This is an optimization exercise on Yosys and OpenROAD, whose aim is small area, a short achievable clock period and few clock cycles, not a production implementation. Function was checked by simulation only, so behaviour that the tests miss may differ from the original. Power figures rest on the tool's default switching activity, not on a simulated workload.

$ cat flow/constraint.sdc
create_clock -name core_clock -period 11.0 [get_ports {clk}]
set_input_delay 2.2000 -clock core_clock [delete_from_list [all_inputs] [get_ports {clk}]]
set_output_delay 2.2000 -clock core_clock [all_outputs]
set_load 0.01 [all_outputs]
$ cat flow/design.v
module gfig_rx (
    input  wire         clk,
    input  wire         rst,         
    input  wire         in_valid,
    input  wire [7:0]   in_data,
    input  wire         in_last,
    output wire         in_ready,
    output reg          rep_valid,
    output reg  [2:0]   rep_code,
    output reg  [279:0] rep_data
);
    localparam [7:0] M0 = 8'hB2;
    localparam [7:0] M1 = 8'hA1;
    localparam [7:0] VERSION = 8'h01;
    localparam [2:0] R_UNKNOWN   = 3'd4;
    localparam [2:0] R_MALFORMED = 3'd5;
    localparam [2:0] R_STORM     = 3'd6;
    localparam integer D  = 36;        
    localparam integer AW = 6;
    localparam [1:0] P_HUNT = 2'd0;    
    localparam [1:0] P_FRM  = 2'd1;    
    localparam [1:0] P_UNKW = 2'd2;    
    localparam [1:0] P_SKIP = 2'd3;    
    localparam [15:0] CRC_MAGIC = 16'hC0AB;
    reg [8:0]    fm [0:D-1];           
    reg [AW-1:0] wp, rp;
    reg [AW:0]   cnt;                  
    reg [AW:0]   avail;                
    reg          rdy;
    assign in_ready = rdy;
    wire take = in_valid & rdy;
    wire [8:0] head = fm[rp];
    wire [7:0] b    = head[7:0];
    wire       f    = head[8];
    always @(posedge clk) begin
        if (take)
            fm[wp] <= {in_last, in_data};
    end
    function [15:0] crc_byte;
        input [15:0] c;
        input [7:0]  d;
        integer j;
        reg [15:0] r;
        begin
            r = c ^ {d, 8'h00};
            for (j = 0; j < 8; j = j + 1)
                r = r[15] ? ((r << 1) ^ 16'h1021) : (r << 1);
            crc_byte = r;
        end
    endfunction
    reg [1:0]  st;
    reg        prev_b2;      
    reg [5:0]  k;            
    reg [1:0]  ty;           
    reg [15:0] crc;
    reg        ver_ok;
    reg        v_b2;         
    reg        t_b2, t_a1;   
    reg        lo_ok;        
    reg [3:0]  sl;           
    reg [3:0]  inv;
    reg        storm_pend;
    wire consume = (avail != 0) && (st != P_UNKW);
    wire [3:0] sl1 = (sl[3]) ? 4'd8 : sl + 4'd1;
    wire is_a1 = (b == M1);
    wire is_b2 = (b == M0);
    wire known = (b == 8'h01) || (b == 8'h02) || (b == 8'h03);
    reg [5:0] k_lo, k_end, k_lastf;
    always @* begin
        case (ty)
            2'd1:    begin k_lo = 6'd14; k_end = 6'd15; k_lastf = 6'd12; end
            2'd2:    begin k_lo = 6'd62; k_end = 6'd63; k_lastf = 6'd38; end
            default: begin k_lo = 6'd12; k_end = 6'd13; k_lastf = 6'd11; end
        endcase
    end
    wire [5:0] pk = k - 6'd4;
    wire [AW+1:0] gate_now  = {1'b0, avail} - 1'b1 + sl1;
    wire [AW+1:0] gate_wait = {1'b0, avail} + sl;
    integer q;
    reg fire, fire_now;
    reg storm_n;
    always @(posedge clk) begin
        if (rst) begin
            wp <= 0; rp <= 0; cnt <= 0; avail <= 0; rdy <= 1'b0;
            st <= P_HUNT; prev_b2 <= 1'b0; sl <= 4'd0; inv <= 4'd0;
            storm_pend <= 1'b0;
            rep_valid <= 1'b0;
            rep_code  <= 3'd0;
        end else begin
            if (take) wp <= (wp == D-1) ? 0 : wp + 1'b1;
            if (consume) rp <= (rp == D-1) ? 0 : rp + 1'b1;
            cnt <= cnt + take - consume;
            if (take && in_last)
                avail <= cnt + 1'b1 - consume;
            else
                avail <= avail - consume;
            rdy <= (cnt + take - consume) < D;
            rep_valid  <= 1'b0;
            storm_pend <= 1'b0;
            if (storm_pend) begin
                rep_valid <= 1'b1;
                rep_code  <= R_STORM;
            end
            fire = 1'b0;
            fire_now = 1'b0;
            if (st == P_UNKW) begin
                if (gate_wait >= 8) fire = 1'b1;
            end else if (consume) begin
                sl <= sl1;
                case (st)
                    P_HUNT: begin
                        if (prev_b2 && is_a1) begin
                            st  <= P_FRM;
                            k   <= 6'd2;
                            crc <= CRC_MAGIC;
                            if (f && sl1[3]) sl <= 4'd2;
                        end
                        prev_b2 <= is_b2;
                    end
                    P_FRM: begin
                        k <= k + 6'd1;
                        if (k == 6'd2) begin
                            ver_ok <= (b == VERSION);
                            v_b2   <= is_b2;
                            crc    <= crc_byte(crc, b);
                            if (f && sl1[3]) sl <= 4'd3;
                        end else if (k == 6'd3) begin
                            t_b2 <= is_b2;
                            t_a1 <= is_a1;
                            if (known) begin
                                ty  <= b[1:0];
                                crc <= crc_byte(crc, b);
                                rep_data <= 280'd0;
                            end else if (gate_now >= 8) begin
                                fire = 1'b1;
                                fire_now = 1'b1;
                            end else begin
                                st <= P_UNKW;
                            end
                        end else if (k == k_end) begin
                            rep_valid <= 1'b1;
                            sl <= 4'd0;
                            st <= P_HUNT;
                            prev_b2 <= 1'b0;
                            if (ver_ok && lo_ok && b == crc[15:8]) begin
                                inv <= 4'd0;
                                rep_code <= {1'b0, ty};
                            end else begin
                                rep_code <= R_MALFORMED;
                                rep_data <= 280'd0;
                                if (inv == 4'd10) begin
                                    inv <= 4'd0;
                                    storm_pend <= 1'b1;
                                    if (!f) begin
                                        st <= P_SKIP;
                                        sl <= 4'd8;
                                    end
                                end else begin
                                    inv <= inv + 4'd1;
                                end
                            end
                        end else if (k == k_lo) begin
                            lo_ok <= (b == crc[7:0]);
                        end else begin
                            crc <= crc_byte(crc, b);
                            if (k <= k_lastf)
                                for (q = 0; q < 35; q = q + 1)
                                    if (pk == q) rep_data[8*q +: 8] <= b;
                        end
                    end
                    P_SKIP: begin
                        if (f && sl1[3]) begin
                            st <= P_HUNT;
                            prev_b2 <= 1'b0;
                            sl <= 4'd0;
                        end
                    end
                    default: ;
                endcase
            end
            if (fire) begin
                rep_valid <= 1'b1;
                rep_code  <= R_UNKNOWN;
                rep_data  <= 280'd0;
                if (inv == 4'd10) begin
                    inv <= 4'd0;
                    storm_pend <= 1'b1;
                    prev_b2 <= 1'b0;
                    if (fire_now && f && sl1[3]) begin
                        st <= P_HUNT;
                        sl <= 4'd0;
                    end else begin
                        st <= P_SKIP;
                        sl <= fire_now ? sl1 : sl;
                    end
                end else begin
                    inv <= inv + 4'd1;
                    sl  <= 4'd3;
                    if ((fire_now ? v_b2 : v_b2) && (fire_now ? is_a1 : t_a1)) begin
                        st  <= P_FRM;
                        k   <= 6'd2;
                        crc <= CRC_MAGIC;
                    end else begin
                        st <= P_HUNT;
                        prev_b2 <= fire_now ? is_b2 : t_b2;
                    end
                end
            end
        end
    end
endmodule
$ cat flow/config.mk
export PLATFORM = sky130hd
export DESIGN_NAME = gfig_rx
export DESIGN_NICKNAME = gfig_rx
export VERILOG_FILES = /design/flow/design.v
export SDC_FILE = /design/flow/constraint.sdc
export NUM_CORES = 4
export LEC_CHECK = 0
export CAP_MARGIN = 20
export CORE_MARGIN = 2
export CORE_UTILIZATION = 40
export SLEW_MARGIN = 20
$ cat flow/run.sh
#!/bin/bash
# synth_recipe.tcl (not shown) runs the flow's synth.tcl, then flattens the netlist and writes it again
# the make line also repeats each setting of config.mk as NAME=value (left out here)
make -C /OpenROAD-flow-scripts/flow DESIGN_CONFIG=/design/flow/config.mk WORK_HOME=/design/flow/orfs CLKGATE_MAP_FILE= SYNTH_SCRIPT=/design/flow/synth_recipe.tcl finish
==> run notes <==
[layer usage]
layer | vias up | track usage (%)
li1 | 7350 | -
met1 | 8268 | 26.0
met2 | 527 | 34.8
met3 | 111 | 3.02
met4 | 0 | 5.56
met5 | - | 0
[state kept, by name (all words and copies together), names as in the netlist, 4 cells and up, named ones only]
name and cells:
rp 6, k 6, crc 16, inv 4, cnt 7, avail 7, rep_data 280, wp 6
sl 4, fm 324
[cell type report]
cell class                 count  area [um^2]  area share [%]
inverter                      50          188           0.554
sequential                   682        20000            59.0
multi-input combinational    928         6960            20.5
tap                          882         1100            3.26
timing repair buffer         321         3140            9.27
clock buffer                  85         1910            5.65
clock inverter                50          572            1.69
[report_power, final]
part | total, mW | switching (mW) | internal, mW
Clock | 2.54 | 1.02 | 1.52
Sequential | 3.18 | 0.0822 | 3.09
Combinational | 1.71 | 1.09 | 0.612
[worst max-delay path, delay by kind of cell, from the launching register on]
kind                   cells  cell delay [ns]
buffers and inverters      1             0.58
AO/OA/AOI/OAI              5             2.16
flip-flops                 1             0.87
multiplexers               2             0.59
AND/OR/NAND/NOR            3             1.28
[cell usage in the layout, fill, tap and decap left out, drive strengths merged, types with 49 or more instances in the layout]
master	synthesis	final
mux2i	153	153
a22oi	64	64
nor2	124	124
dfxtp	49	49
clkdlybuf4s50	0	289
inv	50	56
ha	51	51
edfxtp	633	633
nand2	67	67
a21oi	101	101
clkbuf	33	85
[synthesized netlist by cell type, drive strengths merged, types with 5 or more instances]
cell type / number
a211oi: 14
a21boi: 5
a21o: 8
a21oi: 101
a22oi: 64
a31oi: 7
and2: 13
and3: 6
and4: 5
buf: 48
clkbuf: 33
dfxtp: 49
edfxtp: 633
ha: 51
inv: 50
mux2i: 153
mux4: 17
nand2: 67
nand2b: 9
nand3: 26
nand3b: 8
nand4: 8
nor2: 124
nor2b: 18
nor3: 19
nor3b: 10
nor4: 13
o21ai: 24
o221ai: 9
o22ai: 5
or2: 7
or3: 7
xnor2: 25
xor2: 32
[stage by stage]
stage	util [%]	cell area, um^2	hold WS (ns)
finish	49.6	33900	0.528
global route	49.6	33900	0.554
CTS	49.6	33900	0.527
detailed placement	45.9	31400	0.512
global placement	45.9	31400	0.485
floorplan	-	27500	0.470
[cells by family (layout without fill, tap and decap cells)]
kind of cell | Yosys count | count (layout)
DFF | 682 | 682
and+or+nand+nor | 352 | 352
adders and majority gates | 54 | 54
AOI/OAI and AO/OA | 293 | 293
muxes | 172 | 172
buffers and inverters | 131 | 506
xor gates and xnor gates | 57 | 57
[final timing paths]
kind | startpoint | to | cells after the start
worst min register to register | inv[2] | inv[2] | 2
worst max-delay path | flop | rep_data[221] | 11
worst max register to register | flop | rep_data[221] | 11
worst min-delay path | inv[2] | inv[2] | 2
==> run notes <==
Die H between 200 and 300 um; ys async rst share 0%; Critical Path Slowest Stage Cell dfxtp_4; vias in the first global route roughly 16k; Placed Cells ~2.9k; synthesized flop and latch total between 600 and 700; TritonCTS Buffers between 70 and 80; Critical Path RT 11.24 ns; share of layout cells above drive strength 1 under 10%; RSZ-0062 raised after global routing no; global placement routability congestion about 0.87; top cell type's share of synthesized area 69.0%; drt initial violations roughly 1.7k; Hold Crit Class reg2reg; peak supply drop around 0.15 mV; CP Max Fanout approximately 100; Post-CTS Resized 0; top layer in use met4; Congestion Overflow GR 0; wl on met1 a little over 30 mm; Cell variety after synth 83; H-tree Lvls 3; XOR/XNOR share of the synthesized area under 10%; DRT antenna net count 0; Post-Synthesis Cells 1741; detailed placer's ending HPWL between 40 and 50 mm; first-pass GRT wire length 106 mm; wire length on met2 between 30 and 40 mm; # clock sinks 682; startpoint type of the worst setup path flop; Core ar. just under 70000 um^2; global-route usage over all layers 20.0%; setup_tns 0 ns; critical-path cell list buf_12, mux2i_1, a22oi_1, a21oi_1, nor4_1, mux2i_1, nand4_1, o21a_1, nor2_2, a211o_2, a21oi_1; Fmax achieved roughly 0.17 GHz; Slew Viols, Final 0; total number of vias between 15k and 20k; pre-CTS WS 5.01 ns; WS Path Type reg2reg; clock insertion delay at the later pin of the skew report 0.62 ns; CP arrival roughly 6.3 ns; met3 wire length about 3.6 mm; PD cells 219 nW/um^2; Final WS setup ~5.0 ns; Leak around 11 nW; fillers between 5k and 6k; maxcap violations 0; Fin. Hold Viols 0; Finished Layout Cells about 3.0k; Initial Utilization between 40% and 50%; complex-gate fraction of the synthesized area approximately 7.3%; cell taking the most area after synthesis edfxtp_1; maximum clock insertion buffer count 3; Post-Synthesis Cell Area about 28000 um^2; drt first pass iters 5; final setup fails 0; hold_buf cts 0; fin nets ~2.1k; Remaining DRCs 0; clock transition at the registers of the reported paths around 0.060 ns; largest net degree at the start of global routing roughly 100; Layout area overhead 23.0%; Seq/Total Area, Yosys just over 70%; PnR Total Power ~7.4 mW; DR vias/cell 5.42; Reg2Reg Setup Slack 4.96 ns; antenna cells 0; slowest cell delay on critical path a little under 0.9 ns; I/O pins approximately 300; Mapped Nets ~1.8k; largest family of logic cells by synthesized area compound AO/OA/AOI/OAI gates; synth warn 1; outcome no timing/DRC/antenna violations; Fin Clk Skew approximately 0.029 ns; Main synth FF type edfxtp_1; initial antenna violation count 0; worst rel slew slack between 20% and 30%; setup bufs post-CTS 0; Die W about 270 um; Post-synth EDFFs 633; Setup crit end kind flop; Worst-Margin Slew around 1.1 ns; top cells by area, synth edfxtp_1, mux2i_1, dfxtp_1, ha_1, a21oi_1; Root Buffer clkbuf_16; Adder-Cell Fraction of Synth Area 2.53%; simple-gate share of the synthesized area around 6.4%; # rows between 90 and 100; final WL approximately 72 mm; mean routed wirelength per cell approximately 24 um; Mapped Avg Cell Area about 16 um^2; multiplexer share of the synthesized area 7.05%; final critical path time including I/O delays and setup around 6 ns; CTS tree built; Port Buffer Count 296; final worst-path cycle share about 55%; die area a little over 70000 um^2
Testbench counts, summed over its fixed seeds: cycles 186,686.

## separate check: timing with driven ports
The flow's constraints put no driver on any port. The routed layout listed below was extracted and timed again, unchanged, in two steps.
Step 1 (the two cells are an assumption about what drives the block):
set clk [get_ports {clk}]
set_driving_cell -lib_cell sky130_fd_sc_hd__clkbuf_16 $clk
set_driving_cell -lib_cell sky130_fd_sc_hd__buf_2 [delete_from_list [all_inputs] $clk]
Step 2 also shifts input and output timing later by t, the mid clock arrival at the registers, as if the neighbouring blocks saw the same clock.
Three values: no drivers, after step 1, after step 2; two values: the first two.
t, ns: 0.671
setup slack, ns: 4.956 / 4.956 / 4.956
worst register clock-pin slew, ns: 0.07 / 0.07
After both steps this run still meets setup and hold. The setup slack of this run moves by 0.000 ns with the drivers and by 0.000 ns with both steps.
